This design comes from an exercise in tuning for small area, a short achievable clock period and few clock cycles on the open sky130 flow, not from production work. Only simulation tests tie the RTL to the original design; equivalence was not proved. Power figures rest on the tool's default switching activity, not on a simulated workload.

==> flow/design.v <==
module mctp_rx (
    input  wire        clk,
    input  wire        rst,             
    input  wire        start_valid,
    output wire        start_ready,
    input  wire [7:0]  cfg_mtu,         
    input  wire        cfg_pec_check,   
    input  wire        in_valid,        
    output wire        in_ready,
    input  wire [7:0]  in_data,
    output reg         out_valid,       
    input  wire        out_ready,
    output reg  [7:0]  out_data,
    output wire        done_valid,      
    input  wire        done_ready,
    output reg  [1:0]  done_status,     
    output reg  [9:0]  done_pkts,       
    output reg  [12:0] done_rx_len,     
    output reg  [12:0] done_raw_len,    
    output reg         done_mic_ok      
);
    localparam [1:0] ST_OK = 2'd0, ST_BADBC = 2'd1, ST_OVF = 2'd2, ST_PEC = 2'd3;
    localparam [7:0]  MIC_X0 = 8'h85;
    localparam [23:0] MIC_HI = 24'h9F9B5C;
    function [7:0] crc8_byte(input [7:0] c, input [7:0] b);
        integer i;
        reg [7:0] x;
        begin
            x = c ^ b;
            for (i = 0; i < 8; i = i + 1)
                x = x[7] ? ((x << 1) ^ 8'h07) : (x << 1);
            crc8_byte = x;
        end
    endfunction
    function [31:0] crc32_byte(input [31:0] c, input [7:0] b);
        integer i;
        reg [31:0] x;
        begin
            x = c ^ {24'd0, b};
            for (i = 0; i < 8; i = i + 1)
                x = x[0] ? ((x >> 1) ^ 32'h82F63B78) : (x >> 1);
            crc32_byte = x;
        end
    endfunction
    reg        s_idle, s_hdr, s_body, s_pec, s_done;
    reg        s_inv1, s_loop, s_fin, s_inv2;
    reg        ir;          
    reg        dv;          
    reg [7:0]  mtu;
    reg        pec_check;
    reg [8:0]  bcm5;        
    reg        bc5_r;       
    reg        bc6_r;       
    reg [7:0]  cnt;         
    reg        cnt1_r;      
    reg        cnt0_r;      
    reg        eom;
    reg [7:0]  crc8;
    reg [31:0] crc32;
    reg        sk_valid;    
    reg [7:0]  sk_data;
    reg        bc_bad_r;    
    reg        body_ovf_r;  
    assign start_ready = s_idle;
    assign in_ready    = ir;
    assign done_valid  = dv;
    wire take      = in_valid && ir;
    wire take_hdr  = take && s_hdr;
    wire take_body = take && s_body;
    wire take_pec  = take && s_pec;
    wire hdr_last  = take_hdr && (cnt[2:0] == 3'd0);
    wire hdr_fail  = bc_bad_r || body_ovf_r;
    wire hdr_ok    = hdr_last && !hdr_fail;
    wire bc_zero   = bc5_r;
    wire body_last = take_body && cnt1_r;
    wire cnt_zero  = cnt0_r;
    wire next_ovf  = (done_raw_len >= 13'd5112);
    wire pec_bad   = pec_check && (in_data != crc8);
    wire done_fire = dv && done_ready;
    wire start     = s_idle && start_valid;
    wire out_free  = !out_valid || out_ready;
    wire out_fire  = out_valid && out_ready;
    wire s_idle_n = rst || (s_idle && !start_valid) || done_fire;
    wire s_hdr_n  = !rst && (start || (s_hdr && !hdr_last) ||
                             (take_pec && !pec_bad && !eom && !next_ovf));
    wire s_body_n = !rst && ((hdr_ok && !bc_zero) || (s_body && !body_last));
    wire s_pec_n  = !rst && ((hdr_ok && bc_zero) || body_last || (s_pec && !take));
    wire s_inv1_n = !rst && take_pec && pec_bad;
    wire s_loop_n = !rst && (s_inv1 || (s_loop && !cnt_zero));
    wire s_fin_n  = !rst && s_loop && cnt_zero;
    wire s_inv2_n = !rst && s_fin;
    wire s_done_n = !rst && ((hdr_last && hdr_fail) ||
                             (take_pec && !pec_bad && (eom || next_ovf)) ||
                             s_inv2 || (s_done && !done_fire));
    wire ov_n     = !rst && (out_free ? (sk_valid || take_body) : 1'b1);
    wire sk_n     = !rst && !out_free && (sk_valid || take_body);
    wire        raw_inc  = take_body || take_pec || s_loop || hdr_ok || s_fin;
    wire        raw_by8  = s_hdr || s_fin;
    wire [12:0] raw_p1   = done_raw_len + 13'd1;
    wire [12:0] raw_p8   = {done_raw_len[12:3] + 10'd1, done_raw_len[2:0]};
    wire        rx_inc   = take_body || (s_loop && !cnt_zero);
    wire        pkts_inc = take_pec || s_fin;
    wire        inv      = s_inv1 || s_inv2;
    wire [8:0]  cap_s  = {1'b0, done_raw_len[7:0]} + {1'b0, bcm5[7:0]};
    wire [4:0]  cap_hi = done_raw_len[12:8];
    wire        cap_19 = (cap_hi == 5'd19);
    wire        cap_18 = (cap_hi == 5'd18);
    wire        cap_20 = (cap_hi >= 5'd20);
    wire [7:0] crc8_next = crc8_byte(crc8, in_data);
    wire       mic_match = ((crc32[7:0] ^ out_data) == MIC_X0) && (crc32[31:8] == MIC_HI);
    always @(posedge clk) begin
        s_idle    <= s_idle_n;
        s_hdr     <= s_hdr_n;
        s_body    <= s_body_n;
        s_pec     <= s_pec_n;
        s_inv1    <= s_inv1_n;
        s_loop    <= s_loop_n;
        s_fin     <= s_fin_n;
        s_inv2    <= s_inv2_n;
        s_done    <= s_done_n;
        ir        <= s_hdr_n || (s_body_n && !sk_n) || s_pec_n;
        dv        <= s_done_n && !ov_n;
        out_valid <= ov_n;
        sk_valid  <= sk_n;
        bc_bad_r   <= bcm5[8] || (bcm5[7:0] > mtu);
        body_ovf_r <= cap_20 || (cap_19 && cap_s > 9'd247) || (cap_18 && cap_s > 9'd503);
        if (out_free) begin
            if (sk_valid)
                out_data <= sk_data;
            else if (s_body)
                out_data <= in_data;
        end else if (!sk_valid) begin
            sk_data <= in_data;
        end
        if (out_fire) begin
            crc32 <= crc32_byte(crc32, out_data);
            if (done_status == ST_OK)
                done_mic_ok <= mic_match;
        end
        if (inv) begin
            done_raw_len <= ~done_raw_len;
            done_rx_len  <= ~done_rx_len;
            done_pkts    <= ~done_pkts;
        end else begin
            if (raw_inc)
                done_raw_len <= raw_by8 ? raw_p8 : raw_p1;
            if (rx_inc)
                done_rx_len <= done_rx_len + 13'd1;
            if (pkts_inc)
                done_pkts <= done_pkts + 10'd1;
        end
        if (start) begin
            mtu          <= cfg_mtu;
            pec_check    <= cfg_pec_check;
            done_status  <= ST_OK;
            done_pkts    <= 10'd0;
            done_rx_len  <= 13'd0;
            done_raw_len <= 13'd0;
            done_mic_ok  <= 1'b0;
            crc32        <= 32'hFFFFFFFF;
            crc8         <= 8'd0;
        end
        if (s_hdr && cnt[2:0] == 3'd5) begin
            bcm5  <= {1'b0, in_data} - 9'd5;
            bc5_r <= (in_data == 8'd5);
            bc6_r <= (in_data == 8'd6);
        end
        if (s_hdr && cnt[2:0] == 3'd0)
            eom <= in_data[6];
        if (take_hdr) begin
            if (!cnt[2])
                crc8 <= crc8_next;
            if (cnt[2:0] == 3'd0) begin
                if (hdr_fail) begin
                    done_status <= bc_bad_r ? ST_BADBC : ST_OVF;
                    done_mic_ok <= 1'b0;
                end
            end
        end
        if (take_body) begin
            crc8 <= crc8_next;
        end
        if (take_pec) begin
            crc8 <= 8'd0;
            if (pec_bad) begin
                done_status <= ST_PEC;
                done_mic_ok <= 1'b0;
            end else if (!eom && next_ovf) begin
                done_status <= ST_OVF;
                done_mic_ok <= 1'b0;
            end
        end
        if (start || take_pec) begin
            cnt    <= 8'd7;
            cnt1_r <= 1'b0;
            cnt0_r <= 1'b0;
        end else if ((hdr_last && !hdr_fail) || s_inv1) begin
            cnt    <= bcm5[7:0];
            cnt1_r <= bc6_r;
            cnt0_r <= bc_zero;
        end else if (take_hdr || take_body || (s_loop && !cnt_zero)) begin
            cnt    <= cnt - 8'd1;
            cnt1_r <= (cnt == 8'd2);
            cnt0_r <= cnt1_r;
        end
    end
endmodule
clock: 5.0 ns
lec_check: 0
cap_margin: 20
core_margin: 2
core_utilization: 40
cts_buf_list: sky130_fd_sc_hd__clkbuf_4 sky130_fd_sc_hd__clkbuf_8
setup_slack_margin: 2.7
slew_margin: 20
standard.sh (not shown) runs the stock make flow with config.mk's settings and CLKGATE_MAP_FILE= SYNTH_SCRIPT=/design/flow/synth_recipe.tcl, a recipe that flattens the netlist after the stock synthesis.
==> flow/flow/run.sh <==
#!/bin/bash
# The standard layout (the standard.sh: standard synthesis, then ORFS to
# finish), with plain sky130 buffers on the ports instead of the delay cells
# that buffer_ports picks by default, and a clock tree without dummy loads.
export BUFFER_PORTS_ARGS="-buffer_cell sky130_fd_sc_hd__buf_2"
export CTS_ARGS="-sink_clustering_enable -repair_clock_nets -buf_list {sky130_fd_sc_hd__clkbuf_4 sky130_fd_sc_hd__clkbuf_8} -dont_use_dummy_load"
bash standard.sh > standard.log 2>&1
Testbench counts at the start, summed over its fixed seeds: cycles 37,863.
Rerun with:
--- a/flow/config.mk
+++ b/flow/config.mk
@@ -10,4 +10,4 @@
 export CORE_UTILIZATION = 40
 export CTS_BUF_LIST = sky130_fd_sc_hd__clkbuf_4 sky130_fd_sc_hd__clkbuf_8
-export SETUP_SLACK_MARGIN = 2.7
+export SETUP_SLACK_MARGIN = 2.9
 export SLEW_MARGIN = 20
=> Worst setup slack is better by 0.071 ns; core utilization increases by 4.3 points; cell count increases by 4.2%; global-route usage increases by 0.30 points.
Rerun with:
==> flow/flow/run.sh (replaced) <==
#!/bin/bash
# The standard layout (the standard.sh: standard synthesis, then ORFS to
# finish), with plain sky130 buffers on the ports instead of the delay cells
# that buffer_ports picks by default.
export BUFFER_PORTS_ARGS="-buffer_cell sky130_fd_sc_hd__buf_2"
bash standard.sh > standard.log 2>&1
--- a/flow/config.mk
+++ b/flow/config.mk
@@ -10,4 +10,4 @@
 export CORE_UTILIZATION = 40
 export CTS_BUF_LIST = sky130_fd_sc_hd__clkbuf_4 sky130_fd_sc_hd__clkbuf_8
-export SETUP_SLACK_MARGIN = 2.9
+export SETUP_SLACK_MARGIN = 2.8
 export SLEW_MARGIN = 20
The new run finished clean.
Worst hold slack gains 0.018 ns.
Power rises by 13%.
Count of clock-buffer cells in the layout does not change.
Critical path depth rises by 7.
Setup slack stays flat.
Routed wire length falls by 2.6%.
Rerun with:
--- a/flow/config.mk
+++ b/flow/config.mk
@@ -10,4 +10,4 @@
 export CORE_UTILIZATION = 40
 export CTS_BUF_LIST = sky130_fd_sc_hd__clkbuf_4 sky130_fd_sc_hd__clkbuf_8
-export SETUP_SLACK_MARGIN = 2.8
+export SETUP_SLACK_MARGIN = 3.0
 export SLEW_MARGIN = 20
=> The changed run finished with timing, DRC and antenna clean. Total power increases by a few percent. Hold slack loses 0.040 ns. Global-route usage climbs by 0.42 points.

what the ideal ports hide:
The results above use ideal ports. As a check the final layouts listed here were re-extracted and re-timed, cells and wires unchanged.
Step 1: set_driving_cell puts a clkbuf_16 on clk and a buf_2 on each other input, an assumption about the parent block.
Step 2 also shifts input and output timing later by t, the mid clock arrival at the registers, as if the neighbouring blocks saw the same clock.
Slacks: no drivers / after step 1 / after step 2; pairs: no drivers / after step 1.
run	t, ns	setup WS [ns]	worst setup path at the end	slew at the worst register clock pin (ns)	pins driven straight from the clock port
the first run	0.471	2.757 / 2.738 / 2.268	input to register	0.08 / 0.08	1
the second run	0.470	2.828 / 2.792 / 2.489	input to register	0.08 / 0.08	1
the third run	0.488	2.826 / 2.791 / 2.368	input to register	0.09 / 0.09	1
the fourth run	0.487	2.869 / 2.838 / 2.471	input to register	0.09 / 0.09	1
After both steps every run listed still meets setup and hold. The setup slack of the first run, which loses most, moves by -0.019 ns with the drivers and by -0.489 ns with both steps.
